Background: an optimization exercise with open tools, aiming at small area. Do not read the settings as production practice. Function was checked by simulation only, so behaviour that the tests miss may differ from the original. Power is estimated from default activity; no workload was simulated.

## flow/flow/run.sh

```bash
#!/bin/bash
# Layout flow: the standard ORFS flow, except that
# - synthesis maps the combinational logic with an area-oriented ABC script
#   (flow/abc.script); everything else in synthesis (synth_recipe.tcl:
#   -nofsm -noshare, flatten, register naming) is unchanged, so the
#   registers match the standard synthesis by name and cell type;
# - clock tree synthesis uses small clock buffers and no dummy loads.
set -euo pipefail
W=$(pwd)
rm -rf "$W/scripts_abc"
cp -r "$FLOW_HOME/scripts" "$W/scripts_abc"
cp "$W/flow/abc.script" "$W/scripts_abc/abc_speed.script"
bash "$W/standard.sh" "SCRIPTS_DIR=$W/scripts_abc" synth > "$W/make_synth.log" 2>&1
export BUFFER_PORTS_ARGS="-buffer_cell sky130_fd_sc_hd__buf_1"
export CTS_ARGS="-sink_clustering_enable -repair_clock_nets -dont_use_dummy_load -sink_clustering_size 24 -sink_clustering_max_diameter 60 -buf_list {sky130_fd_sc_hd__clkbuf_4 sky130_fd_sc_hd__clkbuf_8 sky130_fd_sc_hd__clkbuf_16}"
bash "$W/standard.sh" finish > "$W/make_finish.log" 2>&1
```

## flow/flow/abc.script

```
&get -n
&st
&dc2
&syn2
&dch -f
&nf -R 1000 -p -F 8
&st
&dc2
&dch -f
&nf -R 1000 -p -F 8
&st
&dch -f
&nf -R 1000 -p -F 8
&put
```

## flow/standard.sh

```bash
#!/bin/bash
# synth_recipe.tcl (not shown) runs the flow's synth.tcl, then flattens the netlist and writes it again
# the make line also repeats each setting of config.mk as NAME=value (left out here)
make -C /OpenROAD-flow-scripts/flow DESIGN_CONFIG=/design/flow/config.mk WORK_HOME=/design/flow/orfs CLKGATE_MAP_FILE= SYNTH_SCRIPT=/design/flow/synth_recipe.tcl "${@:-finish}"
```

## flow/config.mk

```make
export PLATFORM = sky130hd
export DESIGN_NAME = aws_core
export DESIGN_NICKNAME = aws_core
export VERILOG_FILES = /design/flow/design.v
export SDC_FILE = /design/flow/constraint.sdc
export NUM_CORES = 4
export LEC_CHECK = 0
export CAP_MARGIN = 20
export CORE_MARGIN = 2
export CORE_UTILIZATION = 50
export SLEW_MARGIN = 20
```

## flow/constraint.sdc

```tcl
create_clock -name core_clock -period 25.0 [get_ports {clk}]
set_input_delay 5.0000 -clock core_clock [delete_from_list [all_inputs] [get_ports {clk}]]
set_output_delay 5.0000 -clock core_clock [all_outputs]
set_load 0.01 [all_outputs]
```

## flow/design.v

```verilog
module aws_core (
    input  wire        clk,
    input  wire        rst,           
    input  wire        host_we,
    input  wire [7:0]  host_addr,
    input  wire [31:0] host_wdata,
    output reg  [31:0] host_rdata,
    input  wire [31:0] now,
    input  wire        rx_valid,
    input  wire [7:0]  rx_data,
    output reg         tx_valid,
    output wire [3:0]  tx_len,
    output wire [87:0] tx_frame
);
    localparam [4:0] S_IDLE    = 5'h00;
    localparam [4:0] S_SENT    = 5'h01;
    localparam [4:0] S_AH1     = 5'h02;
    localparam [4:0] S_AH2     = 5'h03;
    localparam [4:0] S_AH3     = 5'h04;
    localparam [4:0] S_APAY    = 5'h05;
    localparam [4:0] S_VERIFY  = 5'h06;
    localparam [4:0] S_SUCCESS = 5'h07;
    localparam [4:0] S_TIMEOUT = 5'h08;
    localparam [4:0] S_READING = 5'h09;
    localparam [4:0] S_ACK0    = 5'h10;
    localparam [4:0] S_ACK5    = 5'h15;
    localparam [4:0] S_PWRCYC  = 5'h18;
    localparam [3:0] OP_CRC  = 4'h1;
    localparam [3:0] OP_CRCA = 4'h2;
    localparam [3:0] OP_CRCV = 4'h3;
    localparam [3:0] OP_FRQ  = 4'h4;
    localparam [3:0] OP_FRA  = 4'h5;
    localparam [3:0] OP_RDN  = 4'h6;
    localparam [3:0] OP_QRYS = 4'h8;
    localparam [3:0] OP_QRYD = 4'h9;
    localparam [3:0] OP_SETA = 4'hA;
    function [15:0] crc_byte;
        input [15:0] c;
        input [7:0]  d;
        reg   [7:0]  x;
        reg          q, q7;
        begin
            x  = c[7:0] ^ d;
            q  = (x[1] ^ x[2]) ^ (x[3] ^ x[4]) ^ (x[5] ^ x[6]);
            q7 = q ^ x[7];
            crc_byte[0]    = ((q7 ^ c[8])) ^ x[0];
            crc_byte[5:1]  = c[13:9];
            crc_byte[6]    = c[14] ^ x[0];
            crc_byte[7]    = (x[1] ^ c[15]) ^ x[0];
            crc_byte[13:8] = x[6:1] ^ x[7:2];
            crc_byte[14]   = q ^ x[0];
            crc_byte[15]   = q7 ^ x[0];
        end
    endfunction
    function [31:0] sub32;           
        input [31:0] a;
        input [31:0] b;
        integer j;
        reg bw;
        begin
            bw = 1'b0;
            for (j = 0; j < 32; j = j + 1) begin
                sub32[j] = a[j] ^ b[j] ^ bw;
                bw = (~a[j] & b[j]) | (~(a[j] ^ b[j]) & bw);
            end
        end
    endfunction
    function gt16;                   
        input [15:0] a;
        input [15:0] b;
        integer j;
        reg g;
        begin
            g = 1'b0;
            for (j = 0; j < 16; j = j + 1)
                g = (a[j] & ~b[j]) | (~(a[j] ^ b[j]) & g);
            gt16 = g;
        end
    endfunction
    function [15:0] inc16;
        input [15:0] a;
        integer j;
        reg cy;
        begin
            cy = 1'b1;
            for (j = 0; j < 16; j = j + 1) begin
                inc16[j] = a[j] ^ cy;
                cy = cy & a[j];
            end
        end
    endfunction
    function [5:0] inc6;
        input [5:0] a;
        integer j;
        reg cy;
        begin
            cy = 1'b1;
            for (j = 0; j < 6; j = j + 1) begin
                inc6[j] = a[j] ^ cy;
                cy = cy & a[j];
            end
        end
    endfunction
    reg [3:0]  c_op;             
    reg [7:0]  c_a;              
    reg [15:0] c_imm;            
    reg        c_v;              
    reg [4:0]  state;
    reg        done_f, ok_f, tmo_f, pwr_f, short_f;
    reg        err_busy, err_illegal, err_operand, rxovf;
    reg        r_hi;             
    reg [15:0] r_lo;
    reg        r_v;
    reg [15:0] crc_raw;
    reg        crc_v;
    reg [4:0]  count;
    reg [15:0] resends;
    reg [31:0] t_start, t_last;
    reg        t_v;
    reg        rd_active;
    reg [31:0] rd_start;
    reg [4:0]  rd_n, rd_count;
    reg [15:0] rd_dl;
    reg        rd_v;
    reg [7:0]  ch;
    reg        ch_v;
    reg        f_q, f_ad;
    reg [7:0]  f_a;
    reg [15:0] f_imm;
    reg [15:0] f_crc;
    reg [7:0]  rxf0;
    reg        rxf1_03, rxf1_10, rxf2_02, rxf2_10;
    reg [7:0]  rxf3, rxf4, rxf5, rxf6;
    reg [7:0]  buf_q [0:15];
    reg [511:0] fifo_q;          
    reg [5:0]  fifo_rd, fifo_wr;
    reg [6:0]  fifo_level;
    wire busy = !((state == S_IDLE) || (state == S_SUCCESS) || (state == S_TIMEOUT));
    wire st_ack = state[4] && !state[3];
    wire st_await = st_ack || (state == S_AH1) || (state == S_AH2) ||
                    (state == S_AH3) || (state == S_APAY);
    wire [7:0] txf [0:10];
    assign txf[0]  = f_a;
    assign txf[1]  = {3'b000, f_ad, 2'b00, f_q, f_q};
    assign txf[2]  = f_q ? f_imm[15:8] : {3'b000, f_ad, 4'h0};
    assign txf[3]  = f_q ? f_imm[7:0] : 8'h00;
    assign txf[4]  = 8'h00;
    assign txf[5]  = {7'h0, f_q | f_ad};
    assign txf[6]  = f_q ? f_crc[7:0] : {6'h0, f_ad, 1'b0};
    assign txf[7]  = f_q ? f_crc[15:8] : 8'h00;
    assign txf[8]  = f_ad ? f_imm[7:0] : 8'h00;
    assign txf[9]  = f_ad ? f_crc[7:0] : 8'h00;
    assign txf[10] = f_ad ? f_crc[15:8] : 8'h00;
    wire [3:0] txlen = {f_q | f_ad, 1'b0, f_ad, f_ad};
    wire [7:0] rxf1 = {3'b000, rxf1_10, 2'b00, rxf1_03, rxf1_03};
    wire [7:0] rxf2 = {3'b000, rxf2_10, 2'b00, rxf2_02, 1'b0};
    reg [15:0] ha_lo;
    reg        g0, g1, g2, g4;
    integer ri;
    always @(*) begin
        for (ri = 0; ri < 16; ri = ri + 1) ha_lo[ri] = (host_addr[3:0] == ri);
        g0 = (host_addr[7:4] == 4'h0);
        g1 = (host_addr[7:4] == 4'h1);
        g2 = (host_addr[7:4] == 4'h2);
        g4 = (host_addr[7:4] == 4'h4);
        host_rdata =
              ({32{g0 & ha_lo[0] & c_v}}  & {c_op, 4'h0, c_a, c_imm})
            | ({32{g0 & ha_lo[1]}}        & {20'h0, rxovf, err_operand, err_illegal, err_busy,
                                             2'b00, short_f, pwr_f, tmo_f, ok_f, done_f, busy})
            | ({32{g0 & ha_lo[2]}}        & {(ch_v ? ch : 8'h00), 11'h0, rd_active,
                                             (c_v ? c_op : 4'h0), 3'b000, state})
            | ({32{g0 & ha_lo[3] & r_v}}  & {{16{r_hi}}, r_lo})
            | ({32{g0 & ha_lo[4] & crc_v}} & {crc_raw, crc_raw[7:0], crc_raw[15:8]})
            | ({32{g0 & ha_lo[5]}}        & {27'h0, count})
            | ({32{g0 & ha_lo[6]}}        & {16'h0, resends})
            | ({32{g0 & ha_lo[7] & t_v}}  & t_start)
            | ({32{g0 & ha_lo[8] & t_v}}  & t_last)
            | ({32{g0 & ha_lo[9] & rd_v}} & rd_start)
            | ({32{g0 & ha_lo[10]}}       & {28'h0, txlen})
            | ({32{g0 & ha_lo[11]}}       & now)
            | ({32{g0 & ha_lo[12]}}       & {25'h0, fifo_level})
            | ({32{g0 & ha_lo[13] & rd_v}} & {rd_dl, 3'b000, rd_count, 3'b000, rd_n});
        for (ri = 0; ri < 11; ri = ri + 1)
            host_rdata[7:0] = host_rdata[7:0] | (txf[ri] & {8{g1 & ha_lo[ri]}});
        host_rdata[7:0] = host_rdata[7:0]
            | (rxf0 & {8{g2 & ha_lo[0]}}) | (rxf1 & {8{g2 & ha_lo[1]}})
            | (rxf2 & {8{g2 & ha_lo[2]}}) | (rxf3 & {8{g2 & ha_lo[3]}})
            | (rxf4 & {8{g2 & ha_lo[4]}}) | (rxf5 & {8{g2 & ha_lo[5]}})
            | (rxf6 & {8{g2 & ha_lo[6]}});
        for (ri = 0; ri < 16; ri = ri + 1)
            host_rdata[7:0] = host_rdata[7:0] | (buf_q[ri] & {8{g4 & ha_lo[ri]}});
    end
    assign tx_len = txlen;
    genvar g;
    generate
        for (g = 0; g < 11; g = g + 1) begin : g_txf
            assign tx_frame[8*g +: 8] = txf[g];
        end
    endgenerate
    wire [3:0]  w_op  = host_wdata[31:28];
    wire [3:0]  w_rsv = host_wdata[27:24];
    wire [7:0]  w_a   = host_wdata[23:16];
    wire [15:0] w_imm = host_wdata[15:0];
    wire cmd_wr = host_we && (host_addr == 8'h00);
    wire buf_wr = host_we && (host_addr[7:4] == 4'h4);
    wire op_crcx = (w_op == OP_CRC) || (w_op == OP_CRCA) || (w_op == OP_CRCV);
    wire op_q    = (w_op == OP_FRQ) || (w_op == OP_QRYS) || (w_op == OP_QRYD);
    wire op_ad   = (w_op == OP_FRA) || (w_op == OP_SETA);
    reg w_illegal, w_operand;
    always @(*) begin
        case (w_op)
            OP_CRC, OP_CRCA, OP_CRCV: w_illegal = (w_imm != 16'h0);
            OP_FRQ, OP_RDN, OP_QRYS, OP_QRYD: w_illegal = 1'b0;
            OP_FRA, OP_SETA: w_illegal = (w_imm[15:8] != 8'h0);
            default: w_illegal = 1'b1;
        endcase
        if (w_rsv != 4'h0) w_illegal = 1'b1;
        case (w_op)
            OP_CRC, OP_RDN:           w_operand = (w_a[7:5] != 3'h0) ||
                                                  (w_a[4] && (w_a[3:0] != 4'h0));
            OP_CRCA, OP_CRCV:         w_operand = (w_a[7:4] != 4'h0) || (w_a[3:0] == 4'hF);
            OP_FRQ, OP_QRYS, OP_QRYD: w_operand = (w_a == 8'h00);
            OP_FRA, OP_SETA:          w_operand = (w_imm[7:0] == 8'h00);
            default:                  w_operand = 1'b0;
        endcase
    end
    wire accept = cmd_wr && !busy && !w_illegal && !w_operand;
    wire do_verify = (state == S_VERIFY);
    wire e_v = do_verify;
    wire e_q = !do_verify && op_q;
    wire e_a = !do_verify && op_ad;
    wire e_b = !do_verify && !op_q && !op_ad;
    wire e_f = e_v || e_q || e_a;
    reg [7:0] e [0:15];
    reg [4:0] e_n;
    integer k;
    always @(*) begin
        for (k = 0; k < 16; k = k + 1) e[k] = buf_q[k];
        if (e_v) begin
            e[7] = rxf0; e[8] = 8'h03; e[9] = 8'h02; e[10] = rxf3; e[11] = rxf4;
            e[12] = rxf5; e[13] = rxf6;
        end else if (e_q) begin
            e[7] = w_a; e[8] = 8'h03; e[9] = w_imm[15:8]; e[10] = w_imm[7:0];
            e[11] = 8'h00; e[12] = 8'h01;
        end else if (e_a) begin
            e[7] = w_a; e[8] = 8'h10; e[9] = 8'h10; e[10] = 8'h00; e[11] = 8'h00;
            e[12] = 8'h01; e[13] = 8'h02; e[14] = 8'h00; e[15] = w_imm[7:0];
        end
        e_n = e_v ? 5'd12 : e_q ? 5'd13 : e_a ? 5'd16 : w_a[4:0];
    end
    reg [15:0] p [0:16];
    reg [16:0] pz;
    always @(*) begin
        p[0] = 16'hFFFF;
        for (k = 0; k < 16; k = k + 1)
            p[k+1] = crc_byte((k == 7) ? (p[k] | {16{e_f}}) : p[k], e[k]);
        for (k = 0; k <= 16; k = k + 1)
            pz[k] = (p[k] == 16'h0);
    end
    reg  [15:0] e_crc;
    reg  [16:0] e_sel;
    always @(*) begin
        for (k = 0; k <= 16; k = k + 1)
            e_sel[k] = (e_n == k);
        e_crc = 16'h0;
        for (k = 1; k <= 16; k = k + 1)
            e_crc = e_crc | (p[k] & {16{e_sel[k]}});
        e_crc = e_crc | {16{e_sel[0]}};
    end
    wire [15:0] pz2 = pz[16:2];
    wire        crcv_ok = pz2[w_a[3:0]];
    wire [31:0] el_a     = sub32(now, rd_active ? rd_start : t_start);
    wire [31:0] el_last  = sub32(now, t_last);
    wire        rd_expired = (el_a[31:16] != 16'h0) || gt16(el_a[15:0], rd_dl);
    wire        outer_exp  = (el_a[31:10] != 22'h0) ||
                             (el_a[9:4] == 6'h3F) ||
                             (el_a[9:3] == 7'h7D && el_a[2:0] != 3'h0);    
    wire        resend_due = (el_last[31:7] != 25'h0) ||
                             (el_last[6:5] == 2'b11 && (el_last[4] || el_last[3] ||
                              (el_last[2] && (el_last[1] || el_last[0]))));    
    wire fifo_empty = (fifo_level == 7'd0);
    reg  [7:0] fifo_head;
    reg  [7:0] rd_lo, rd_hi;
    integer fi;
    always @(*) begin
        for (fi = 0; fi < 8; fi = fi + 1) begin
            rd_lo[fi] = (fifo_rd[2:0] == fi);
            rd_hi[fi] = (fifo_rd[5:3] == fi);
        end
        fifo_head = 8'h00;
        for (fi = 0; fi < 64; fi = fi + 1)
            fifo_head = fifo_head | (fifo_q[8*fi +: 8] & {8{rd_hi[fi/8] & rd_lo[fi%8]}});
    end
    wire do_sent = (state == S_SENT);
    wire do_top  = st_await && !rd_active;
    wire do_poll = rd_active && (!fifo_empty || rd_expired);
    wire       take      = do_poll && (rd_count != rd_n) && !fifo_empty;
    wire [5:0] cnt_inc   = inc6({1'b0, rd_count});
    wire [4:0] cnt_new   = take ? cnt_inc[4:0] : rd_count;
    wire       rd_finish = do_poll && ((cnt_new == rd_n) || rd_expired);
    reg [7:0] ack_exp;
    always @(*) begin
        case (state[2:0])
            3'd0: ack_exp = c_a;
            3'd1: ack_exp = 8'h10;
            3'd2: ack_exp = 8'h10;
            3'd3: ack_exp = 8'h00;
            3'd4: ack_exp = 8'h00;
            default: ack_exp = 8'h01;
        endcase
    end
    reg [7:0] hdr_exp;
    always @(*) begin
        case (state[1:0])
            2'd2: hdr_exp = c_a;
            2'd3: hdr_exp = 8'h03;
            default: hdr_exp = 8'h02;
        endcase
    end
    wire byte_ok = take && (fifo_head == (st_ack ? ack_exp : hdr_exp));
    wire pop = take;
    wire push = rx_valid && !(fifo_level[6] && !pop);
    reg [6:0] level_next;
    reg       lc;
    integer   m;
    always @(*) begin
        lc = 1'b1;
        for (m = 0; m < 7; m = m + 1) begin
            level_next[m] = fifo_level[m] ^ ((push ^ pop) & lc);
            lc = lc & (push ? fifo_level[m] : ~fifo_level[m]);
        end
    end
    integer fw;
    always @(posedge clk)
        for (fw = 0; fw < 64; fw = fw + 1)
            if (!rst && push && fifo_wr == fw)
                fifo_q[8*fw +: 8] <= rx_data;
    wire       crca_acc = accept && (w_op == OP_CRCA);
    wire       rdn_take = take && (state == S_READING);
    wire [7:0] bw_data  = busy ? fifo_head : host_wdata[7:0];
    wire [7:0] crc_even = w_a[0] ? e_crc[15:8] : e_crc[7:0];
    wire [7:0] crc_odd  = w_a[0] ? e_crc[7:0] : e_crc[15:8];
    integer bk;
    always @(posedge clk)
        for (bk = 0; bk < 16; bk = bk + 1)
            if (rst)
                buf_q[bk] <= 8'h0;
            else if (crca_acc && ((w_a[3:0] == bk) || (w_a[3:0] == bk - 1)))
                buf_q[bk] <= bk[0] ? crc_odd : crc_even;
            else if ((buf_wr && !busy && host_addr[3:0] == bk) ||
                     (rdn_take && rd_count[3:0] == bk))
                buf_q[bk] <= bw_data;
    integer i;
    always @(posedge clk) begin
        if (rst) begin
            c_v         <= 1'b0;
            state       <= S_IDLE;
            done_f      <= 1'b0;
            ok_f        <= 1'b0;
            tmo_f       <= 1'b0;
            pwr_f       <= 1'b0;
            short_f     <= 1'b0;
            err_busy    <= 1'b0;
            err_illegal <= 1'b0;
            err_operand <= 1'b0;
            rxovf       <= 1'b0;
            r_v         <= 1'b0;
            crc_v       <= 1'b0;
            count       <= 5'h0;
            resends     <= 16'h0;
            t_v         <= 1'b0;
            rd_active   <= 1'b0;
            rd_v        <= 1'b0;
            ch_v        <= 1'b0;
            f_q         <= 1'b0;
            f_ad        <= 1'b0;
            f_a         <= 8'h0;
            tx_valid    <= 1'b0;
            rxf0        <= 8'h0;
            rxf1_03     <= 1'b0;
            rxf1_10     <= 1'b0;
            rxf2_02     <= 1'b0;
            rxf2_10     <= 1'b0;
            rxf3        <= 8'h0;
            rxf4        <= 8'h0;
            rxf5        <= 8'h0;
            rxf6        <= 8'h0;
            fifo_rd     <= 6'h0;
            fifo_wr     <= 6'h0;
            fifo_level  <= 7'h0;
        end else begin
            tx_valid <= 1'b0;
            if ((cmd_wr || buf_wr) && busy) err_busy <= 1'b1;
            if (cmd_wr && !busy) begin
                if (w_illegal) err_illegal <= 1'b1;
                else if (w_operand) err_operand <= 1'b1;
            end
            if (buf_wr) begin
            end
            if (accept) begin
                c_v     <= 1'b1;
                c_op    <= w_op;
                c_a     <= w_a;
                c_imm   <= w_imm;
                done_f  <= 1'b0;
                ok_f    <= 1'b0;
                tmo_f   <= 1'b0;
                short_f <= 1'b0;
                if (op_crcx || op_q || op_ad) begin
                    crc_v   <= 1'b1;
                    crc_raw <= e_crc;
                end
                if (op_q || op_ad) begin
                    f_q   <= op_q;
                    f_ad  <= op_ad;
                    f_a   <= w_a;
                    f_imm <= w_imm;
                    f_crc <= e_crc;
                end
                case (w_op)
                    OP_CRC, OP_FRQ, OP_FRA: begin
                        ok_f <= 1'b1; done_f <= 1'b1; state <= S_IDLE;
                    end
                    OP_CRCA: begin
                        ok_f <= 1'b1; done_f <= 1'b1; state <= S_IDLE;
                    end
                    OP_CRCV: begin
                        ok_f <= crcv_ok;
                        done_f <= 1'b1; state <= S_IDLE;
                    end
                    OP_QRYS, OP_QRYD, OP_SETA: begin
                        rxf0 <= 8'h0;
                        rxf1_03 <= 1'b0; rxf1_10 <= 1'b0;
                        rxf2_02 <= 1'b0; rxf2_10 <= 1'b0;
                        rxf3 <= 8'h0; rxf4 <= 8'h0; rxf5 <= 8'h0; rxf6 <= 8'h0;
                        resends <= 16'h0;
                        state <= S_SENT;
                    end
                    OP_RDN: begin
                        if (w_a == 8'h00) begin
                            count <= 5'h0;
                            ok_f <= 1'b1; done_f <= 1'b1; state <= S_IDLE;
                        end else begin
                            rd_v      <= 1'b1;
                            rd_active <= 1'b1;
                            rd_start  <= now;
                            rd_n      <= w_a[4:0];
                            rd_count  <= 5'h0;
                            rd_dl     <= w_imm;
                            state     <= S_READING;
                        end
                    end
                    default: ;
                endcase
            end
            if (do_sent) begin
                tx_valid <= 1'b1;
                t_v      <= 1'b1;
                t_start  <= now;
                t_last   <= now;
                state    <= (c_op == OP_SETA) ? S_ACK0 : S_AH1;
            end
            if (do_verify) begin
                crc_raw <= e_crc;
                if (pz[14]) begin
                    r_v  <= 1'b1;
                    r_hi <= 1'b0;
                    r_lo <= {(c_op == OP_QRYS) ? rxf3 : 8'h00, rxf4};
                    ok_f   <= 1'b1;
                    tmo_f  <= 1'b0;
                    done_f <= 1'b1;
                    state  <= S_SUCCESS;
                end else begin
                    state  <= S_AH1;
                end
            end
            if (do_top) begin
                if (outer_exp) begin
                    r_v  <= 1'b1;
                    r_hi <= (c_op == OP_QRYS);
                    r_lo <= (c_op == OP_QRYS) ? 16'hFFFB :
                            (c_op == OP_QRYD) ? 16'h0012 : 16'h0000;
                    ok_f   <= 1'b0;
                    tmo_f  <= 1'b1;
                    done_f <= 1'b1;
                    state  <= S_TIMEOUT;
                end else begin
                    if (resend_due) begin
                        tx_valid <= 1'b1;
                        t_last   <= now;
                        resends  <= inc16(resends);
                    end
                    rd_v      <= 1'b1;
                    rd_active <= 1'b1;
                    rd_start  <= now;
                    rd_n      <= (state == S_APAY) ? 5'd4 : 5'd1;
                    rd_count  <= 5'h0;
                    rd_dl     <= 16'd100;
                end
            end
            if (do_poll) begin
                if (take) begin
                    if (state == S_READING)
                        ;
                    else if (state == S_APAY) begin
                        case (rd_count[1:0])
                            2'd0: rxf3 <= fifo_head;
                            2'd1: rxf4 <= fifo_head;
                            2'd2: rxf5 <= fifo_head;
                            default: rxf6 <= fifo_head;
                        endcase
                    end else begin
                        ch_v <= 1'b1;
                        ch   <= fifo_head;
                    end
                end
                rd_count <= cnt_new;
                if (rd_finish) begin
                    rd_active <= 1'b0;
                    if (state == S_READING) begin
                        count   <= cnt_new;
                        short_f <= (cnt_new != rd_n);
                        ok_f    <= (cnt_new == rd_n);
                        done_f  <= 1'b1;
                        state   <= S_IDLE;
                    end else if (state == S_APAY) begin
                        state <= (cnt_new == 5'd4) ? S_VERIFY : S_AH1;
                    end else if (st_ack) begin
                        if (byte_ok) begin
                            case (state[2:0])
                                3'd0: rxf0 <= fifo_head;
                                3'd1: rxf1_10 <= 1'b1;
                                3'd2: rxf2_10 <= 1'b1;
                                3'd5: rxf5 <= 8'h01;
                                default: ;
                            endcase
                            if (state[2:0] == 3'd5) begin
                                pwr_f  <= 1'b1;
                                done_f <= 1'b0;
                                ok_f   <= 1'b1;
                                r_v    <= 1'b1;
                                r_hi   <= 1'b0;
                                r_lo   <= 16'h1;
                                state  <= S_PWRCYC;
                            end else
                                state <= {2'b10, state[2:0] + 3'd1};
                        end else
                            state <= S_ACK0;
                    end else begin  
                        if (byte_ok) begin
                            case (state[1:0])
                                2'd2: rxf0 <= fifo_head;
                                2'd3: rxf1_03 <= 1'b1;
                                default: rxf2_02 <= 1'b1;
                            endcase
                            state <= {2'b00, state[2:0] + 3'd1};
                        end else
                            state <= S_AH1;
                    end
                end
            end
            if (pop) fifo_rd <= inc6(fifo_rd);
            if (rx_valid) begin
                if (push) begin
                    fifo_wr <= inc6(fifo_wr);
                end else
                    rxovf <= 1'b1;
            end
            fifo_level <= level_next;
        end
    end
endmodule
```

==> flow_metrics.py, run 1 <==
metrics = {
    "status": {
        "status": "finished clean",
    },
    "route": {
        "wirelength_um": 249000,
        "via_count": 44800,
        "drc_errors": 0,
        "viasPerCell": 7.28,
        "avgRoutedWirePerCell_um": 40.4,
        "drt_iter0_drc": 8945,
        "firstDrtPassIters": 10,
        "antenna_left": 0,
    },
    "clock_network": {
        "clockRootBuffer": "clkbuf_16",
        "cts.htree.levels": 3,
        "clk_path_buf_depth": 3,
        "clk_pin_slew_ns": 0.07,
        "postCtsResizedCells": 0,
        "holdBufCountCts": 0,
        "cts_setup_buffers": 0,
        "clock_latency_ns": 0.70,
        "cts_tree": "built",
        "cts_made_buffers": 81,
        "clock_sinks": 979,
    },
    "setup_path": {
        "worst-setup-path-type": "input port to flip-flop",
        "reg2reg_from": "t_last[0]$_DFFE_PN_",
        "crit_fanout": 64,
        "critPathLaunch": "now[0]",
        "crit_required_ns": 25.40,
        "cpPeakStageDelay_ns": 0.63,
        "crit_top_cell": "fa_1",
        "worst_setup_path_end_kind": "flip-flop",
        "start_kind": "input port",
        "slowest_stage": "o31a_1",
        "arrival_ns": 19.60,
    },
    "synth": {
        "synth_area_um2": 48900,
        "synth_cells": 4387,
        "synth_async_sr_flop_share_pct": 0,
        "ys.flop_type": "edfxtp_1",
        "synth_edf_count": 735,
        "yosysSeqAreaShare_pct": 55.1,
        "synth_warnings": 4,
        "post_synth_main_area_contributors": "edfxtp_1 45%, dfxtp_1 10%, xnor2_1 4.1%",
        "synth_cell_types": 64,
        "syn_avg_cell_area_um2": 11.2,
        "yosysTopAreaCell": "edfxtp_1",
        "ys_ff_latch": 979,
        "synth_top_area_share_pct": 45.1,
    },
    "global_route": {
        "grt.overflow.total": 0,
        "grt_pass1_vias": 40800,
        "use_met3_pct": 20.4,
        "busiest_layer": "met2",
        "grtUsageTotal_pct": 48.5,
        "met2_usage_pct": 67.0,
        "grt_antenna_before_repair": 25,
        "grt_pass1_wl_um": 335000,
        "grt_max_degree": 77,
        "grt_util_met1_pct": 64.3,
    },
    "placed_design": {
        "gp_congestion": 1.11,
        "numPortBuffers": 187,
        "place_hpwl_um": 185000,
        "place_inst": 6060,
    },
    "floorplanning": {
        "core_um2": 96900,
        "die_area_um2": 100000,
        "dieHeight_um": 317,
        "io_pins": 209,
        "rows": 114,
        "initial_utilization_pct": 50.5,
        "die_w_um": 317,
    },
    "sta": {
        "fin_crit_ns": 19.20,
        "maxSlewViolCount": 0,
        "finalHoldViolCount": 0,
        "maxSlewHeadroom_pct": 10.1,
        "fmax_mhz": 52.1,
        "final.setup.tns_ns": 0,
        "worst_pin_slew_ns": 1.35,
        "fin_worst_skew_ns": 0.0779,
        "rsz0062_at_grt": "false",
        "setup_viol": 0,
        "period_share_pct": 76.8,
    },
    "pwr": {
        "p_per_area_nw_per_um2": 117,
        "p_leak_nw": 18.2,
        "peakVddDrop_mv": 0.824,
    },
    "hold_path": {
        "worstHoldStart": "ch_v$_SDFFE_PP0P_",
        "worstHoldPathType": "flip-flop to flip-flop",
    },
    "cells_and_area": {
        "nNetsFinal": 5070,
        "fin_cells": 6153,
        "drive_above_1_share_pct": 7.72,
        "area_growth_pct": 12.7,
    },
    "flow_run": {
        "drv_cap": 0,
    },
}
-- power by group --
| part | switching [W] | total [W] | leakage [nW] | internal [W] |
|---|---|---|---|---|
| clock network | 0.000563 | 0.00113 | 0.998 | 0.000570 |
| logic | 0.00235 | 0.00348 | 8.49 | 0.00113 |
| registers | 0.0000169 | 0.00182 | 8.66 | 0.00181 |
| total | 0.00293 | 0.00644 | 18.2 | 0.00350 |
-- cell type report --
type                       instances  area (um2)
antenna                            9        22.5
clock buffer                      81        2030
fill                            8351       41700
inverter                         102         388
multi-input combinational       3298       21800
sequential                       979       27000
tap                             1276        1600
timing repair buffer             408        2380
-- Yosys cell counts (56+ instances only) --
cell and n:
edfxtp_1 735, nand3_1 103, a22o_1 87, nor3_1 120, a22oi_1 212, fa_1 60, a211oi_1 66, ha_1 56
nand2_1 404, a222oi_1 79, and2_0 63, xnor2_1 231, o21ai_0 172, clkinv_1 102, a21oi_1 297, dfxtp_1 244
nand4_1 79, xor2_1 136, a221oi_1 110, nor2_1 503
-- state kept, by name, summed over array words and instances, names as in the netlist, 32 cells and up --
signal    flops
fifo_q      512
t_start      32
t_last       32
buf_q       128
rd_start     32
-- per-layer routing --
| layer | wire length, um | up-vias |
|---|---|---|
| met5 | 323 | - |
| met1 | 90700 | 21900 |
| met2 | 99500 | 4053 |
| met3 | 40700 | 826 |
| met4 | 17300 | 28 |
| li1 | - | 18000 |
-- path summary, 6_finish.rpt --
kind                            depth (start not counted)                   end  slack (ns)
worst min register to register                          1     ch_v$_SDFFE_PP0P_        0.46
worst max register to register                         42  t_last[31]$_DFFE_PN_       10.00
worst min-delay path                                    1     ch_v$_SDFFE_PP0P_        0.46
worst max-delay path                                   44  t_last[31]$_DFFE_PN_        5.80
-- worst max-delay path, delay by kind of cell --
family | cells | cell delay [ns]
AOI/OAI and AO/OA | 3 | 0.82
xor gates and xnor gates | 1 | 0.20
muxes | 1 | 0.39
and+or+nand+nor | 1 | 0.24
buffers and inverters | 7 | 1.17
adders and majority gates | 31 | 11.77
-- cells by family after synthesis --
logic type	Yosys count	share of synthesized area [%]
AND/OR/NAND/NOR	1470	13.8
AO/OA/AOI/OAI	1267	18.2
flip-flops	979	55.1
XOR/XNOR	367	6.57
buffers and inverters	130	1.21
adder cells (fa/ha/maj)	116	3.89
multiplexers	57	1.23
other	1	0.00766
-- placed cells by master (no fill, tap or decap), drive strengths merged, types with 66 or more instances in the layout --
cell    netlist  layout
nor3        120     120
clkinv      102     101
buf          28     394
clkbuf        0      95
xor2        136     136
a221oi      110     110
o21ai       172     172
edfxtp      735     735
a22oi       212     212
nand2       404     404
a211oi       66      66
a222oi       79      79
dfxtp       244     244
a22o         87      87
xnor2       231     231
nand4        79      79
nor2        503     503
a21oi       297     297
nand3       103     103
-- through the flow --
stage                     total power, W  area (um2)  util [%]  worst slack [ns]  hold WS [ns]
after floorplan                  0.00413       49000         -              5.89         0.414
final                            0.00644       55100      56.9              5.80         0.461
after global placement           0.00519       53000      54.7              5.48         0.426
after global routing             0.00664       55100      56.9              5.26         0.484
after CTS                        0.00629       55000      56.8              5.93         0.458
after detailed placement         0.00518       53000      54.7              5.28         0.447
==> inputs of run 2 (changes only) <==
--- a/flow/config.mk
+++ b/flow/config.mk
@@ -5,7 +5,7 @@
 export SDC_FILE = /design/flow/constraint.sdc
 export NUM_CORES = 4
 export LEC_CHECK = 0
-export CAP_MARGIN = 20
+export CAP_MARGIN = 5
 export CORE_MARGIN = 2
 export CORE_UTILIZATION = 50
-export SLEW_MARGIN = 20
+export SLEW_MARGIN = 5
==> run 2 against run 1 <==
The layout now fails its checks (capacitance limit, slew limit). Clock-buffer cell count is 2 higher. Final cell count hardly changed. Die area stayed put. Worst setup slack better by 0.0077 ns. Worst hold slack better by 0.0012 ns. Core utilization hardly changed. Combinational power hardly changed. Clock power hardly changed. Power is 0.58% higher.
==> flow_metrics.py, run 2 <==
metrics = {
    "status": {
        "status": "failed layout checks",
        "so_faults": "capacitance limit, slew limit",
    },
    "placed_design": {
        "gp_congestion": 1.11,
        "place_hpwl_um": 184000,
        "numPortBuffers": 187,
        "place_inst": 6059,
    },
    "sta": {
        "period_share_pct": 76.7,
        "setup_viol": 0,
        "fin_worst_skew_ns": 0.100,
        "fmax_mhz": 52.1,
        "rsz0062_at_grt": "false",
        "final.setup.tns_ns": 0,
        "maxSlewHeadroom_pct": -5.42,
        "maxSlewViolCount": 2,
        "worst_pin_slew_ns": 1.58,
        "finalHoldViolCount": 0,
        "fin_crit_ns": 19.19,
    },
    "floorplanning": {
        "core_um2": 96900,
        "die_area_um2": 100000,
        "rows": 114,
        "die_w_um": 317,
        "initial_utilization_pct": 50.5,
        "dieHeight_um": 317,
        "io_pins": 209,
    },
    "synth": {
        "synth-compound-area-share_pct": 18.2,
        "synth_warnings": 4,
        "synth_async_sr_flop_share_pct": 0,
        "synth_common_cells": "735 x edfxtp_1, 503 x nor2_1, 404 x nand2_1",
        "yosysTopAreaCell": "edfxtp_1",
        "synth_edf_count": 735,
        "ys_ff_latch": 979,
        "yosysSeqAreaShare_pct": 55.1,
        "synthSimpleGateAreaFrac_pct": 13.8,
        "syn_avg_cell_area_um2": 11.2,
        "synth_cells": 4387,
        "synth_area_um2": 48900,
        "ys.flop_type": "edfxtp_1",
        "yosysMostFrequentCell": "edfxtp_1",
        "synth_cell_types": 64,
        "muxShareOfSynthArea_pct": 1.23,
        "synth_xor_area_share_pct": 6.57,
        "synth_adder_area_share_pct": 3.89,
        "synth_top_family_by_area": "compound AO/OA/AOI/OAI gates",
        "post_synth_main_area_contributors": "edfxtp_1 45%, dfxtp_1 10%, xnor2_1 4.1%",
        "synth_top_area_share_pct": 45.1,
    },
    "route": {
        "wirelength_um": 248000,
        "drc_errors": 0,
        "firstDrtPassIters": 9,
        "via_count": 44800,
        "antenna_left": 0,
        "drt_iter0_drc": 8966,
        "avgRoutedWirePerCell_um": 40.3,
        "viasPerCell": 7.27,
    },
    "global_route": {
        "grt_max_degree": 77,
        "grtUsageTotal_pct": 48.6,
        "grt_antenna_before_repair": 26,
        "grt.overflow.total": 0,
        "grt_pass1_wl_um": 334000,
        "grt_pass1_vias": 40700,
    },
    "setup_path": {
        "worst-setup-path-type": "input port to flip-flop",
        "crit_fanout": 64,
        "start_kind": "input port",
        "arrival_ns": 19.62,
        "slowest_stage": "o31a_1",
        "worst_setup_path_end_kind": "flip-flop",
        "crit_top_cell": "fa_1",
        "cpPeakStageDelay_ns": 0.62,
        "crit_required_ns": 25.43,
    },
    "clock_network": {
        "cts.htree.levels": 3,
        "holdBufCountCts": 0,
        "clk_path_buf_depth": 3,
        "clock_sinks": 979,
        "cts_tree": "built",
        "clock_latency_ns": 0.72,
        "cts_setup_buffers": 0,
        "cts_made_buffers": 83,
        "postCtsResizedCells": 0,
        "clockRootBuffer": "clkbuf_16",
        "clk_pin_slew_ns": 0.09,
    },
    "cells_and_area": {
        "n_fill_cell": 8268,
        "top_register": "fifo_q",
        "reg.largest.list": "fifo_q x512, buf_q x128",
        "utilization_pct": 56.9,
        "drive_above_1_share_pct": 7.36,
        "fin_cells": 6158,
        "area_growth_pct": 12.6,
        "largest_register_ffs": 512,
        "mostFrequentLayoutCells": "735 x edfxtp_1, 487 x nor2_1, 404 x nand2_1",
        "nNetsFinal": 5068,
        "final_common_cell": "edfxtp_1",
    },
    "pwr": {
        "peakVddDrop_mv": 0.588,
        "power_w": 0.00647,
        "p_per_area_nw_per_um2": 118,
        "p_leak_nw": 18.1,
    },
    "flow_run": {
        "drv_cap": 2,
    },
    "hold_path": {
        "worstHoldPathType": "flip-flop to flip-flop",
    },
}
## run 2: cell types whose count changed in the layout (fill, tap and decap cells not counted), sizes merged
cell	previous run	this run
clkbuf	95	94
buf	394	393
diode	9	16
## run 2: worst max-delay path, delay by kind of cell
family / cells / cell delay, ns
buffers and inverters: 7 / 1.18
adders and majority gates: 31 / 11.78
and+or+nand+nor: 1 / 0.24
muxes: 1 / 0.39
xor gates and xnor gates: 1 / 0.20
AOI/OAI and AO/OA: 3 / 0.81
## run 2: area by class of cell
| cell class | count | area [um2] | share of cell area, % |
|---|---|---|---|
| flip-flops and latches | 979 | 27000 | 48.9 |
| multi-input cells | 3298 | 21700 | 39.4 |
| repair buffers | 404 | 2350 | 4.26 |
| clock buffers | 83 | 2080 | 3.77 |
| well taps | 1276 | 1600 | 2.90 |
| inverters | 102 | 388 | 0.704 |
| diodes | 16 | 40.0 | 0.0727 |
## run 2: final timing paths
path / start / end / slack [ns] / depth (start not counted)
worst max register to register: t_last[0]$_DFFE_PN_ / t_last[31]$_DFFE_PN_ / 10.05 / 42
worst min-delay path: ch_v$_SDFFE_PP0P_ / ch_v$_SDFFE_PP0P_ / 0.46 / 1
worst min register to register: ch_v$_SDFFE_PP0P_ / ch_v$_SDFFE_PP0P_ / 0.46 / 1
worst max-delay path: now[0] / t_last[31]$_DFFE_PN_ / 5.81 / 44
## run 2: cells by family after synthesis
family / Yosys count
multiplexers: 57
adder cells (fa/ha/maj): 116
AND/OR/NAND/NOR: 1470
other: 1
buffers and inverters: 130
XOR/XNOR: 367
AO/OA/AOI/OAI: 1267
flip-flops: 979
## run 2: metrics by stage
step	hold WS (ns)	instance area [um2]	worst slack [ns]
final	0.462	55100	5.81
after floorplan	0.414	49000	5.89
after CTS	0.459	55000	5.96
after global routing	0.492	55000	5.31
after global placement	0.426	53000	5.48
after detailed placement	0.451	53000	5.29
## run 2: routing by layer
metal	wire length [um]	GRT usage, %	vias up
met5	188	0	-
met4	17900	27.4	25
met3	40800	21.6	929
met2	98500	66.3	4157
met1	90900	64.0	21700
li1	-	-	18000
## run 2: power by group
| part | total (W) | internal, W | switching, W |
|---|---|---|---|
| Combinational | 0.00349 | 0.00113 | 0.00237 |
| Clock | 0.00116 | 0.000582 | 0.000573 |
| Sequential | 0.00182 | 0.00181 | 0.0000169 |
| Total | 0.00647 | 0.00352 | 0.00296 |
==> inputs of run 3 (changes only) <==
==> flow/config.mk (replaced) <==
export PLATFORM = sky130hd
export DESIGN_NAME = aws_core
export DESIGN_NICKNAME = aws_core
export VERILOG_FILES = /design/flow/design.v
export SDC_FILE = /design/flow/constraint.sdc
export NUM_CORES = 4
export LEC_CHECK = 0
export CAP_MARGIN = 20
export CORE_MARGIN = 2
export CORE_UTILIZATION = 60
export PLACE_DENSITY = 0.7
export SLEW_MARGIN = 20
==> run 3 against run 2 <==
Now clean on timing, DRC and antenna. Global-route usage increased by 8.5 points. Clock skew decreased by 0.025 ns. Synthesized area unchanged. Clock-buffer cell count decreased by 11. Worst setup slack got worse by 0.14 ns. Clock power decreased by 8%. Power decreased by 1.9%. Synthesized cell count unchanged. Register-to-register slack got worse by 0.10 ns. Final area decreased by 1.2%. Flip-flop and latch count unchanged. Non-clock buffer count decreased by 25.
==> flow_metrics.py, run 3 <==
metrics = {
    "cells_and_area": {
        "utilization_pct": 67.5,
        "nNetsFinal": 5032,
        "top_register": "fifo_q",
        "multi_input_area_um2": 21700,
        "mostFrequentLayoutCells": "735 x edfxtp_1, 479 x nor2_1, 404 x nand2_1",
        "reg.largest.list": "fifo_q x512, buf_q x128",
        "final_common_cell": "edfxtp_1",
        "seqCellArea_um2": 27000,
        "largest_register_ffs": 512,
        "drive_above_1_share_pct": 6.87,
        "n_fill_cell": 5941,
        "area_growth_pct": 11.3,
    },
    "route": {
        "viasPerCell": 7.93,
        "m1WireLength_um": 78500,
        "antenna_left": 0,
        "wirelength_um": 243000,
        "avgRoutedWirePerCell_um": 41.0,
        "via_count": 46900,
        "wl_met3_um": 47500,
        "drt_iter0_drc": 10500,
        "wl_met2_um": 94200,
        "top_layer": "met5",
        "drc_errors": 0,
        "firstDrtPassIters": 13,
    },
    "synth": {
        "ys_ff_latch": 979,
        "synth_cell_types": 64,
        "synth_edf_count": 735,
        "yosysSeqAreaShare_pct": 55.1,
        "yosysTopAreaCell": "edfxtp_1",
        "ys.flop_type": "edfxtp_1",
        "synth_area_um2": 48900,
        "yosysMostFrequentCell": "edfxtp_1",
        "synth_top_area_share_pct": 45.1,
        "synth_async_sr_flop_share_pct": 0,
        "synth_cells": 4387,
        "synth_common_cells": "735 x edfxtp_1, 503 x nor2_1, 404 x nand2_1",
        "syn_avg_cell_area_um2": 11.2,
        "synth_warnings": 4,
        "post_synth_main_area_contributors": "edfxtp_1 45%, dfxtp_1 10%, xnor2_1 4.1%",
    },
    "floorplanning": {
        "die_w_um": 290,
        "core_um2": 80700,
        "initial_utilization_pct": 60.6,
        "die_area_um2": 83900,
        "io_pins": 209,
        "rows": 104,
        "dieHeight_um": 290,
    },
    "sta": {
        "setup_viol": 0,
        "fmax_mhz": 51.7,
        "rsz0062_at_grt": "false",
        "final.setup.tns_ns": 0,
        "fin_crit_ns": 19.33,
        "period_share_pct": 77.3,
        "maxSlewHeadroom_pct": 5.54,
        "fin_worst_skew_ns": 0.0758,
        "worst_pin_slew_ns": 1.40,
        "finalHoldViolCount": 0,
        "maxSlewViolCount": 0,
    },
    "global_route": {
        "grt.overflow.total": 0,
        "grt_antenna_before_repair": 33,
        "grt_max_degree": 129,
        "grt_pass1_wl_um": 330000,
        "grt_pass1_vias": 42400,
        "grtUsageTotal_pct": 57.1,
    },
    "setup_path": {
        "critPathLaunch": "now[0]",
        "crit_top_cell": "fa_1",
        "crit_fanout": 64,
        "crit_end": "t_last[31]$_DFFE_PN_",
        "start_kind": "input port",
        "worstReg2RegEnd": "t_last[31]$_DFFE_PN_",
        "r2r_cells": 42,
        "critPathTopFamily": "adder cells",
        "cpPeakStageDelay_ns": 0.64,
        "worst_setup_path_end_kind": "flip-flop",
        "slowest_stage": "o31a_1",
        "crit_cells": 44,
        "worst-path-buf-inv": 7,
        "reg2reg_slack_ns": 9.95,
        "crit_required_ns": 25.40,
        "arrival_ns": 19.72,
        "worst-setup-path-type": "input port to flip-flop",
        "reg2reg_from": "t_last[0]$_DFFE_PN_",
    },
    "clock_network": {
        "clock_latency_ns": 0.67,
        "clockRootBuffer": "clkbuf_16",
        "clk_path_buf_depth": 3,
        "holdBufCountCts": 0,
        "postCtsResizedCells": 0,
        "cts_made_buffers": 72,
        "cts.htree.levels": 3,
        "clk_pin_slew_ns": 0.08,
        "cts_setup_buffers": 0,
        "clock_sinks": 979,
        "cts_tree": "built",
    },
    "placed_design": {
        "numPortBuffers": 187,
        "place_hpwl_um": 175000,
        "gp_congestion": 1.15,
    },
    "pwr": {
        "p_leak_nw": 17.9,
        "p_per_area_nw_per_um2": 117,
        "peakVddDrop_mv": 0.649,
    },
    "flow_run": {
        "drv_cap": 0,
    },
    "status": {
        "status": "finished clean",
    },
    "hold_path": {
        "worstHoldPathType": "flip-flop to flip-flop",
    },
}
-- run 3: report_power, final --
group / switching (W) / total (W) / leakage, nW / internal, W
registers: 0.0000175 / 0.00183 / 8.66 / 0.00181
clock network: 0.000557 / 0.00107 / 0.887 / 0.000510
logic: 0.00235 / 0.00346 / 8.33 / 0.00111
-- run 3: cells by family after synthesis --
family | count (synthesis) | share of synthesized area [%]
AO/OA/AOI/OAI | 1267 | 18.2
XOR/XNOR | 367 | 6.57
adder cells (fa/ha/maj) | 116 | 3.89
buffers and inverters | 130 | 1.21
flip-flops | 979 | 55.1
multiplexers | 57 | 1.23
other | 1 | 0.00766
AND/OR/NAND/NOR | 1470 | 13.8
-- run 3: how the worst min path moves through the flow --
stage / from / end / slack, ns / cells after the start
3_5_place_dp: t_v$_SDFFE_PP0P_ / t_v$_SDFFE_PP0P_ / 0.45 / 1
6_report: ch_v$_SDFFE_PP0P_ / ch_v$_SDFFE_PP0P_ / 0.48 / 1
5_1_grt: ch_v$_SDFFE_PP0P_ / ch_v$_SDFFE_PP0P_ / 0.50 / 1
4_1_cts: t_v$_SDFFE_PP0P_ / t_v$_SDFFE_PP0P_ / 0.47 / 1
3_3_place_gp: ch_v$_SDFFE_PP0P_ / ch_v$_SDFFE_PP0P_ / 0.43 / 1
2_1_floorplan: pwr_f$_SDFFE_PP0P_ / pwr_f$_SDFFE_PP0P_ / 0.41 / 2
-- run 3: final cells by class --
type / count / share of cell area (%)
repair buffers: 379 / 3.98
inverters: 102 / 0.712
diodes: 31 / 0.142
clock buffers: 72 / 3.31
well taps: 1060 / 2.44
flip-flops and latches: 979 / 49.5
multi-input cells: 3298 / 39.9
-- run 3: per-layer routing --
metal  global-route usage (%)  vias to the layer above
met2                     76.6                     5349
li1                         -                    17900
met3                     32.8                     1451
met4                     37.2                       29
met1                     69.5                    22200
met5                     4.15                        -
-- run 3: through the flow --
| stage | cells | area (um2) | setup WS, ns | power [W] | hold WS, ns |
|---|---|---|---|---|---|
| floorplan | 4407 | 49000 | 5.89 | 0.00413 | 0.414 |
| global placement | 5813 | 52500 | 5.56 | 0.00510 | 0.429 |
| detailed placement | 5815 | 52500 | 5.19 | 0.00512 | 0.446 |
| CTS | 5887 | 54300 | 5.85 | 0.00615 | 0.467 |
| global route | 5900 | 54400 | 5.33 | 0.00652 | 0.503 |
| finish | 5921 | 54400 | 5.67 | 0.00635 | 0.476 |
==> inputs of run 4 (changes only) <==
--- a/flow/flow/run.sh
+++ b/flow/flow/run.sh
@@ -12,5 +12,5 @@
 cp "$W/flow/abc.script" "$W/scripts_abc/abc_speed.script"
 bash "$W/standard.sh" "SCRIPTS_DIR=$W/scripts_abc" synth > "$W/make_synth.log" 2>&1
 export BUFFER_PORTS_ARGS="-buffer_cell sky130_fd_sc_hd__buf_1"
-export CTS_ARGS="-sink_clustering_enable -repair_clock_nets -dont_use_dummy_load -sink_clustering_size 24 -sink_clustering_max_diameter 60 -buf_list {sky130_fd_sc_hd__clkbuf_4 sky130_fd_sc_hd__clkbuf_8 sky130_fd_sc_hd__clkbuf_16}"
+export CTS_ARGS="-sink_clustering_enable -repair_clock_nets -dont_use_dummy_load -sink_clustering_size 12 -sink_clustering_max_diameter 40 -sink_clustering_buffer sky130_fd_sc_hd__clkbuf_8 -buf_list {sky130_fd_sc_hd__clkbuf_8 sky130_fd_sc_hd__clkbuf_16}"
 bash "$W/standard.sh" finish > "$W/make_finish.log" 2>&1
--- a/flow/config.mk
+++ b/flow/config.mk
@@ -7,6 +7,5 @@
 export LEC_CHECK = 0
 export CAP_MARGIN = 20
 export CORE_MARGIN = 2
-export CORE_UTILIZATION = 60
-export PLACE_DENSITY = 0.7
+export CORE_UTILIZATION = 50
 export SLEW_MARGIN = 20
==> run 4 against run 3 <==
Routed wire length increased by 2.8%. Power increased by 1.8%. Non-clock buffer count increased by 29. Worst hold slack got worse by 0.0092 ns. Critical path type unchanged. Clock power increased by 7%. Still clean. Final cell count increased by 5.0%.
==> flow_metrics.py, run 4 <==
metrics = {
    "pwr": {
        "pwr-share-comb_pct": 54.1,
        "p_leak_nw": 18.3,
        "p_int_w": 0.00349,
        "power_frac_clock_pct": 17.7,
        "p_per_area_nw_per_um2": 117,
        "seqPwrFrac_pct": 28.2,
        "switchingPower_w": 0.00298,
        "p_sw_share_pct": 46.0,
        "peakVddDrop_mv": 0.845,
    },
    "global_route": {
        "grt_pass1_vias": 41600,
        "grt_antenna_before_repair": 25,
        "grt_max_degree": 77,
        "grtUsageTotal_pct": 48.9,
        "grt.overflow.total": 0,
        "grt_pass1_wl_um": 337000,
    },
    "cells_and_area": {
        "final_common_cell": "edfxtp_1",
        "utilization_pct": 57.0,
        "nNetsFinal": 5130,
        "drive_above_1_share_pct": 8.87,
        "n_fill_cell": 8395,
        "top_register": "fifo_q",
        "mostFrequentLayoutCells": "735 x edfxtp_1, 479 x nor2_1, 404 x nand2_1",
        "reg.largest.list": "fifo_q x512, buf_q x128",
        "largest_register_ffs": 512,
        "area_growth_pct": 12.9,
        "fin_area_um2": 55200,
    },
    "route": {
        "wirelength_um": 250000,
        "drc_errors": 0,
        "avgRoutedWirePerCell_um": 40.1,
        "antenna_left": 0,
        "drt_iter0_drc": 8891,
        "firstDrtPassIters": 10,
        "via_count": 45100,
        "viasPerCell": 7.26,
    },
    "setup_path": {
        "crit_fanout": 64,
        "r2r_cells": 42,
        "arrival_ns": 19.61,
        "slowest_stage": "o31a_1",
        "crit_required_ns": 25.45,
        "cpPeakStageDelay_ns": 0.64,
        "start_kind": "input port",
        "worst_setup_path_end_kind": "flip-flop",
        "worst-setup-path-type": "input port to flip-flop",
        "crit_top_cell": "fa_1",
    },
    "sta": {
        "worst_pin_slew_ns": 1.29,
        "fin_ws_ns": 5.84,
        "rsz0062_at_grt": "false",
        "finalHoldViolCount": 0,
        "fin_worst_skew_ns": 0.0833,
        "final.setup.tns_ns": 0,
        "setup_viol": 0,
        "maxSlewHeadroom_pct": 14.1,
        "period_share_pct": 76.6,
        "maxSlewViolCount": 0,
        "hold_ws_ns": 0.467,
        "fmax_mhz": 52.2,
        "fin_crit_ns": 19.16,
    },
    "clock_network": {
        "cts_tree": "built",
        "clockRootBuffer": "clkbuf_16",
        "clock_latency_ns": 0.74,
        "clk_path_buf_depth": 3,
        "holdBufCountCts": 0,
        "cts_setup_buffers": 0,
        "postCtsResizedCells": 0,
        "clk_pin_slew_ns": 0.07,
        "clock_sinks": 979,
        "cts_made_buffers": 141,
        "cts.htree.levels": 4,
    },
    "floorplanning": {
        "io_pins": 209,
        "rows": 114,
        "die_area_um2": 100000,
        "die_w_um": 317,
        "initial_utilization_pct": 50.5,
        "core_um2": 96900,
        "dieHeight_um": 317,
    },
    "synth": {
        "synth_top_area_share_pct": 45.1,
        "ys_ff_latch": 979,
        "ys.flop_type": "edfxtp_1",
        "synth_async_sr_flop_share_pct": 0,
        "synth_warnings": 4,
        "synth_common_cells": "735 x edfxtp_1, 503 x nor2_1, 404 x nand2_1",
        "synth_cells": 4387,
        "synth_cell_types": 64,
        "yosysTopAreaCell": "edfxtp_1",
        "synth_area_um2": 48900,
        "yosysMostFrequentCell": "edfxtp_1",
        "synth_edf_count": 735,
        "post_synth_main_area_contributors": "edfxtp_1 45%, dfxtp_1 10%, xnor2_1 4.1%",
        "syn_avg_cell_area_um2": 11.2,
        "yosysSeqAreaShare_pct": 55.1,
    },
    "placed_design": {
        "numPortBuffers": 187,
        "place_hpwl_um": 185000,
        "dp_slack_ns": 5.28,
        "dpl-instance-area_um2": 53000,
        "gp_congestion": 1.11,
    },
    "status": {
        "status": "finished clean",
    },
    "hold_path": {
        "worstHoldPathType": "flip-flop to flip-flop",
        "whs_path_depth": 1,
    },
    "flow_run": {
        "drv_cap": 0,
    },
}
-- run 4: cell counts after synthesis --
Identical to the previous run, type by type.
-- run 4: path summary, 6_finish.rpt --
path	startpoint	to	slack (ns)
worst max-delay path	now[0]	t_last[31]$_DFFE_PN_	5.84
worst min register to register	ch_v$_SDFFE_PP0P_	ch_v$_SDFFE_PP0P_	0.47
worst min-delay path	ch_v$_SDFFE_PP0P_	ch_v$_SDFFE_PP0P_	0.47
worst max register to register	t_last[0]$_DFFE_PN_	t_last[31]$_DFFE_PN_	10.00
-- run 4: cell type report --
class | instances | area, um2 | share of cell area (%)
Sequential cell | 979 | 27000 | 48.8
Inverter | 102 | 388 | 0.702
Clock buffer | 141 | 2130 | 3.86
Timing Repair Buffer | 408 | 2380 | 4.31
Multi-Input combinational cell | 3298 | 21800 | 39.4
Tap cell | 1276 | 1600 | 2.89
Antenna cell | 13 | 32.5 | 0.0589
-- run 4: power groups by stage --
stage               registers (W)  logic (W)  clock network, W
finish                    0.00183    0.00350           0.00115
detailed placement        0.00186    0.00332                 0
global route              0.00183    0.00363           0.00120
floorplan                 0.00185    0.00228                 0
CTS                       0.00182    0.00334           0.00114
global placement          0.00186    0.00333                 0
-- run 4: worst max-delay path, delay by kind of cell --
| kind | cells | cell delay (ns) |
|---|---|---|
| AND/OR/NAND/NOR | 1 | 0.24 |
| multiplexers | 1 | 0.39 |
| adder cells (fa/ha/maj) | 31 | 11.79 |
| buffers and inverters | 7 | 1.17 |
| XOR/XNOR | 1 | 0.19 |
| AO/OA/AOI/OAI | 3 | 0.83 |
-- run 4: per-stage QoR --
stage               cells  power [W]
floorplan            4407    0.00413
global placement     6058    0.00519
detailed placement   6060    0.00518
CTS                  6201    0.00630
global route         6204    0.00666
finish               6217    0.00647
-- run 4: layer usage --
metal | routed length [um] | global-route usage [%] | vias up
met5 | 239 | 0 | -
met4 | 17400 | 27.9 | 26
li1 | - | - | 18100
met3 | 41000 | 21.5 | 901
met1 | 91300 | 64.4 | 22000
met2 | 99700 | 66.8 | 4184
-- run 4: cell families after synthesis --
group	Yosys count	share of synthesized area [%]
simple gates	1470	13.8
compound gates	1267	18.2
flops	979	55.1
xor+xnor	367	6.57
buf+inv	130	1.21
fa+ha+maj	116	3.89
mux	57	1.23
other cells	1	0.00766

[static timing again, ports no longer ideal]
The flow's constraints put no driver on any port. The routed layouts listed below were extracted and timed again, unchanged, in two steps. Step 1, drivers: a clkbuf_16 drives clk and a buf_2 each remaining input, both assumed. Step 2 adds t to the input delays and takes it off the output delays; t is the mean of the earliest and latest rising clock arrival at the registers after step 1. Input paths then give back, and output paths get back, about the clock's delay inside the block. Slacks: ideal / step 1 / step 2; pairs: ideal / step 1.
| run | shift t [ns] | setup slack, ns | hold WS [ns] |
|---|---|---|---|
| run 1 | 0.734 | 5.805 / 5.858 / 5.124 | 0.461 / 0.461 / 0.461 |
| run 2 | 0.740 | 5.813 / 5.862 / 5.122 | 0.462 / 0.462 / 0.462 |
| run 3 | 0.712 | 5.674 / 5.719 / 5.007 | 0.476 / 0.476 / 0.476 |
| run 4 | 0.778 | 5.842 / 5.897 / 5.118 | 0.467 / 0.467 / 0.467 |
For run 4, which loses most, drivers alone change the setup slack by +0.055 ns; drivers and shift together by -0.724 ns.
